Background: an optimization exercise with open tools, aiming at small area. Do not read the settings as production practice. Function was checked by simulation only, so behaviour that the tests miss may differ from the original. No activity file was given, so power comes from the tool's default toggle rates.

==> flow/design.v <==
module kojisan_sau (
    input  wire        clk,
    input  wire        rst,           
    input  wire        host_we,
    input  wire [2:0]  host_addr,
    input  wire [31:0] host_wdata,
    output reg  [31:0] host_rdata,
    output wire        irq,
    output wire        bus_req,
    output reg  [2:0]  bus_op,
    output reg  [7:0]  bus_wdata,
    output wire        bus_mack,
    input  wire        bus_ans,
    input  wire [1:0]  bus_ans_code,
    input  wire [7:0]  bus_rdata
);
    localparam [3:0] S_W_START   = 4'd1,
                     S_W_ADDR    = 4'd2,
                     S_W_CMD     = 4'd3,
                     S_W_PAYLOAD = 4'd4,
                     S_W_STOP    = 4'd5,
                     S_WAIT      = 4'd6,
                     S_R_START   = 4'd7,
                     S_R_ADDR_W  = 4'd8,
                     S_R_REG     = 4'd9,
                     S_R_RSTART  = 4'd10,
                     S_R_ADDR_R  = 4'd11,
                     S_R_DATA    = 4'd12,
                     S_R_STOP    = 4'd13,
                     S_CHECK     = 4'd14;
    reg        ie;
    reg [6:0]  addr;
    reg        busy, done, err;
    reg [3:0]  seq;         
    reg        abort;       
    reg        t_fail;      
    reg [7:0]  cnt;         
    wire [2:0] idx = cnt[7:5];
    reg [31:0] tr;          
    reg [29:0] hr;          
    reg        cy_t, cy_h;
    function [7:0] crc8b;
        input [7:0] c0, b;
        reg   [7:0] c;
        integer     i;
        begin
            c = c0 ^ b;
            for (i = 0; i < 8; i = i + 1)
                c = c[7] ? ((c << 1) ^ 8'h31) : (c << 1);
            crc8b = c;
        end
    endfunction
    wire        first_byte = (idx == 3'd0) || (idx == 3'd3);
    wire [7:0]  crc        = tr[13:6];
    wire [7:0]  crc_next   = crc8b(first_byte ? 8'hFF : crc, bus_rdata);
    wire        h_bad      = (crc != 8'd0);
    wire in_wait  = (seq == S_WAIT);
    wire in_check = (seq == S_CHECK);
    wire in_data  = (seq == S_R_DATA);
    wire moving   = in_data && !cnt[3];       
    assign bus_req  = busy && !(seq[2] && seq[1] && !seq[0]) && !moving;
    assign bus_mack = idx[2] && idx[0];
    wire [3:0] s = seq;
    wire addr_byte = s[3] ^ s[1] ^ s[0];        
    always @(*) begin
        bus_op[2] = abort | (s[2] & ~s[1] & (s[0] | s[3]));
        bus_op[1] = ~abort & ((~s[2] & (s[1] | s[3])) | (~s[3] & s[2] & ~s[0]));
        bus_op[0] = abort | ~(s[3] & ~s[0] & (s[1] | s[2]));
        bus_wdata[0]   = s[3] & s[1];
        bus_wdata[7:1] = addr_byte ? addr : {2'b00, s[1], 2'b00, s[1], 1'b0};
    end
    wire ans_ok    = bus_ans && (bus_ans_code == 2'd0);
    wire ans_nack  = bus_ans && (bus_ans_code == 2'd1);
    wire ans_fault = bus_ans && bus_ans_code[1];
    wire csum = err && in_check;
    wire bus_e = err && !in_check;
    wire [31:0] status_word = {9'd0, err ? idx : 3'd0, err ? seq : 4'd0, 6'd0,
                               csum && h_bad, csum && t_fail,
                               bus_e && !abort, bus_e && abort,
                               csum, err && !(csum && t_fail), 1'b0,
                               err, done, busy};
    wire sel_t = done && (host_addr == 3'd3);
    wire sel_h = done && (host_addr == 3'd4);
    always @(*) begin
        host_rdata = ({32{sel_t}} & tr) | ({32{sel_h}} & {2'b00, hr});
        case (host_addr)
            3'd0:    host_rdata[8] = ie;
            3'd1:    host_rdata = host_rdata | status_word;
            3'd2:    host_rdata[6:0] = addr;
            default: ;
        endcase
    end
    assign irq = ie && (done || err);
    wire wr_ctrl   = host_we && (host_addr == 3'd0);
    wire wr_addr   = host_we && (host_addr == 3'd2);
    wire do_start  = wr_ctrl && host_wdata[0] && !busy;
    wire do_clr    = wr_ctrl && !host_wdata[0] && host_wdata[1] && !busy;
    wire [2:0] pass = cnt[7:5];
    wire [4:0] j    = cnt[4:0];
    wire conv       = busy && in_check;
    wire waiting    = busy && in_wait;
    wire wait_end   = t_fail && (j == 5'd3) && tr[18] && tr[20] && tr[21] && tr[22] && tr[23] && tr[24];
    wire p0 = (pass == 3'd5), p1 = (pass == 3'd6), p2 = (pass == 3'd7),
         p3 = (pass == 3'd0), p4 = (pass == 3'd1);
    wire dry  = conv && p3;                  
    wire tc   = (j == 5'd23 || j == 5'd24 || j == 5'd27 || j >= 5'd29);    
    wire ta = tr[0] & (t_fail || !in_wait);
    wire tb = in_wait ? 1'b0 : (p0 || p1) ? tr[2] :
              p2 ? ~tr[3] :
              j[4] ? (p4 && tc) : tr[16];
    wire tci = (j == 5'd0) ? (!in_wait && (p2 || (p4 && cy_t))) :
               ((in_wait && j == 5'd18) || cy_t);
    wire ts  = ta ^ tb ^ tci;
    wire tco = (ta & tb) | (ta & tci) | (tb & tci);
    wire ha = hr[0] & !in_wait;
    wire hb = in_wait ? 1'b0 : (p0 || p1) ? hr[2] :
              (p3 || p4) ? (hr[16] & (j < 5'd14)) : 1'b0;
    wire hci = (j == 5'd0) ? (p4 && !in_wait && cy_h) : cy_h;
    wire hs  = ha ^ hb ^ hci;
    wire hco = (ha & hb) | (ha & hci) | (hb & hci);
    wire h_step = (j < 5'd30);
    wire rot    = waiting || conv;
    wire h_rot  = rot && h_step;
    wire mv_t   = busy && moving && idx == 3'd1;
    wire mv_h   = busy && moving && idx == 3'd4;
    wire dat    = busy && in_data && ans_ok;
    wire ld_t   = dat && (idx == 3'd0 || idx == 3'd1);
    wire ld_h   = dat && (idx == 3'd3 || idx == 3'd4);
    wire sh_t   = rot || mv_t;
    wire sh_h   = h_rot || mv_h;
    wire t29_nx = (rot && tr[30]) | (mv_t && tr[14]) | (!sh_t && tr[29]);
    wire [7:0] tw_nx = ({8{sh_t}} & tr[22:15]) | ({8{ld_t}} & bus_rdata)
                     | ({8{!(sh_t || ld_t)}} & tr[21:14]);
    wire [7:0] tc_nx = ({8{rot}} & tr[14:7]) | ({8{dat}} & crc_next)
                     | ({8{!(rot || dat)}} & tr[13:6]);
    wire h28_nx = (h_rot && hr[29]) | (mv_h && hr[13]) | (!sh_h && hr[28]);
    wire [7:0] hw_nx = ({8{sh_h}} & hr[21:14]) | ({8{ld_h}} & bus_rdata)
                     | ({8{!(sh_h || ld_h || (rot && !h_step))}} & hr[20:13])
                     | ({8{rot && !h_step}} & hr[20:13]);
    wire cnt_clr = do_start || (busy && seq == S_W_STOP);
    wire cnt_nxb = dat;                           
    wire cnt_inc = !cnt_clr && !cnt_nxb && (rot || (busy && in_data && !cnt[3]));
    wire [2:0] idx_up = (idx == 3'd5) ? idx : idx + 3'd1;
    wire [7:0] cnt_nx = ({8{cnt_inc}} & (cnt + 8'd1)) | ({8{cnt_nxb}} & {idx_up, 5'd0})
                      | ({8{!(cnt_clr || cnt_inc || cnt_nxb)}} & cnt);
    always @(posedge clk) begin
        if (rst) begin
            ie    <= 1'b0;
            addr  <= 7'h45;
            busy  <= 1'b0;
            done  <= 1'b0;
            err   <= 1'b0;
        end else begin
            if (wr_ctrl)
                ie <= host_wdata[8];
            if (wr_addr && !busy)
                addr <= host_wdata[6:0];
            if (do_start || do_clr) begin
                done <= 1'b0;
                err  <= 1'b0;
            end
            if (do_start)
                busy <= 1'b1;
            if (busy) begin
                if (in_wait) begin
                    if (wait_end)
                        seq <= seq + 4'd1;
                end else if (in_check) begin
                    if (cnt == 8'd63) begin
                        done <= 1'b1;
                        busy <= 1'b0;
                    end
                end else if (abort) begin
                    if (bus_ans) begin
                        err  <= 1'b1;
                        busy <= 1'b0;
                    end
                end else if (ans_fault) begin
                    err  <= 1'b1;
                    busy <= 1'b0;
                end else if (ans_nack) begin
                    abort <= 1'b1;
                end else if (ans_ok) begin
                    if (!(seq == S_R_DATA && idx != 3'd5))
                        seq <= seq + 4'd1;
                    if (seq == S_R_STOP && (t_fail || h_bad)) begin
                        err  <= 1'b1;
                        busy <= 1'b0;
                    end
                end
            end
        end
        if (do_start) begin
            seq   <= S_W_START;
            abort <= 1'b0;
        end
        cnt <= cnt_nx;
        if (busy && in_data && ans_ok && idx == 3'd3)
            t_fail <= h_bad;         
        if (busy && seq == S_W_STOP)
            t_fail <= 1'b0;
        if (waiting && j == 5'd31)
            t_fail <= 1'b1;
        {tr[29], tr[21:6]} <= {t29_nx, tw_nx, tc_nx};
        hr[28] <= h28_nx;
        hr[20:13] <= hw_nx;
        if (waiting || conv) begin
            {tr[31:30], tr[28:22], tr[5:0]} <= {dry ? ta : ts, tr[31], tr[29:23], tr[6:1]};
            if (!dry || j < 5'd15)
                cy_t <= tco;
            else if (j == 5'd15)
                cy_t <= ts | tco;
            if (h_step) begin
                {hr[29], hr[27:21], hr[12:0]} <= {dry ? ha : hs, hr[28:22], hr[13:1]};
                if (!dry || j < 5'd15)
                    cy_h <= hco;
                else if (j == 5'd15)
                    cy_h <= hs | hco;
            end
        end else if (busy && moving) begin
            if (idx == 3'd1)
                tr[28:22] <= tr[29:23];
            if (idx == 3'd4)
                hr[27:21] <= hr[28:22];
        end
    end
endmodule
export LEC_CHECK = 0
export CAP_MARGIN = 20
export CORE_MARGIN = 2
export CORE_UTILIZATION = 40
export CTS_BUF_LIST = sky130_fd_sc_hd__clkbuf_8
export SLEW_MARGIN = 20
create_clock -name core_clock -period 500.0 [get_ports {clk}]
standard.sh (not shown) runs the stock make flow with config.mk's settings and CLKGATE_MAP_FILE= SYNTH_SCRIPT=/design/flow/synth_recipe.tcl, a recipe that flattens the netlist after the stock synthesis.
==> flow/flow/run.sh <==
#!/bin/bash
# The standard layout (standard.sh) with three changes:
#  - synthesis is the standard flow's own script, except that ABC maps the combinational
#    logic with an area-oriented script (flow/area.abc) instead of ORFS's
#    delay-oriented one; registers are mapped before ABC, so they are the
#    standard synthesis's registers;
#  - every port still gets its own buffer, but it is the smallest buffer cell;
#  - clock tree synthesis adds no dummy loads.
# Each tool's full output goes to the ORFS logs under orfs/logs; the make output
# goes to standard_flow.log.
set -euo pipefail
cd "$(dirname "$0")/.."
W=$PWD
{
  echo 'proc abc {args} {'
  echo '  set i [lsearch $args -script]'
  echo "  if {\$i >= 0} { lset args [expr {\$i+1}] $W/flow/area.abc }"
  echo '  yosys abc {*}$args'
  echo '}'
  cat synth_recipe.tcl
} > area_synth.tcl
export BUFFER_PORTS_ARGS="-buffer_cell sky130_fd_sc_hd__buf_1"
export CTS_ARGS="-sink_clustering_enable -repair_clock_nets -buf_list sky130_fd_sc_hd__clkbuf_8 -dont_use_dummy_load"
bash standard.sh SYNTH_SCRIPT="$W/area_synth.tcl" finish > standard_flow.log 2>&1
==> flow/flow/area.abc <==
strash
dc2
dch
amap -m -F 4 -A 10
&get -n
&st
&deepsyn -T 120
&put
dch -f
amap -m -F 8 -A 16 -C 1000
==> next run, changes <==
--- a/flow/design.v
+++ b/flow/design.v
@@ -30,7 +30,8 @@
                      S_CHECK     = 4'd14;
     reg        ie;
     reg [6:0]  addr;
-    reg        busy, done, err;
+    reg        busy, err;
+    wire       done = !busy && !err && seq[3] && seq[2] && seq[1];
     reg [3:0]  seq;         
     reg        abort;       
     reg        t_fail;      
@@ -148,17 +149,17 @@
             ie    <= 1'b0;
             addr  <= 7'h45;
             busy  <= 1'b0;
-            done  <= 1'b0;
             err   <= 1'b0;
+            seq[3] <= 1'b0;
         end else begin
             if (wr_ctrl)
                 ie <= host_wdata[8];
             if (wr_addr && !busy)
                 addr <= host_wdata[6:0];
-            if (do_start || do_clr) begin
-                done <= 1'b0;
+            if (do_start || do_clr)
                 err  <= 1'b0;
-            end
+            if (do_clr)
+                seq[3] <= 1'b0;
             if (do_start)
                 busy <= 1'b1;
             if (busy) begin
@@ -166,10 +167,8 @@
                     if (wait_end)
                         seq <= seq + 4'd1;
                 end else if (in_check) begin
-                    if (cnt == 8'd63) begin
-                        done <= 1'b1;
+                    if (cnt == 8'd63)
                         busy <= 1'b0;
-                    end
                 end else if (abort) begin
                     if (bus_ans) begin
                         err  <= 1'b1;
The new run completed without violations.
Final area stays flat.
Clock power hardly moves.
Synthesized area came out lower slightly.
Register-to-register slack improves by 0.33 ns.
Power falls by roughly a tenth.
Worst hold slack is better by 0.0062 ns.
Wire length goes down slightly.
Synthesized cell count does not change.
Via count went down slightly.
Non-clock buffer count increases by 1.
Global-route usage is about the same.
Clock skew drops by 0.0051 ns.
Core utilization is about the same.

## separate check: timing with driven ports
In the flow no input, the clock included, has a driving cell. The finished layouts below were timed again as built, in two steps.
Step 1 (the two cells are an assumption about what drives the block):
set clk [get_ports {clk}]
set_driving_cell -lib_cell sky130_fd_sc_hd__clkbuf_16 $clk
set_driving_cell -lib_cell sky130_fd_sc_hd__buf_2 [delete_from_list [all_inputs] $clk]
Step 2, shift: input delay + t, output delay - t, t = (earliest + latest rising clock arrival at the registers) / 2. This alone moves slack from input paths to output paths.
Three values: ideal, step 1, step 2; two values: the first two.
run	t (ns)	slack for setup (ns)	pins driven straight from the clock port
the first run	0.399	297.653 / 297.626 / 297.626	1
the second run	0.392	297.437 / 297.414 / 297.414	1
After both steps every run listed still meets setup and hold. For the first run, which loses most, drivers alone change the setup slack by -0.027 ns; drivers and shift together by -0.027 ns.
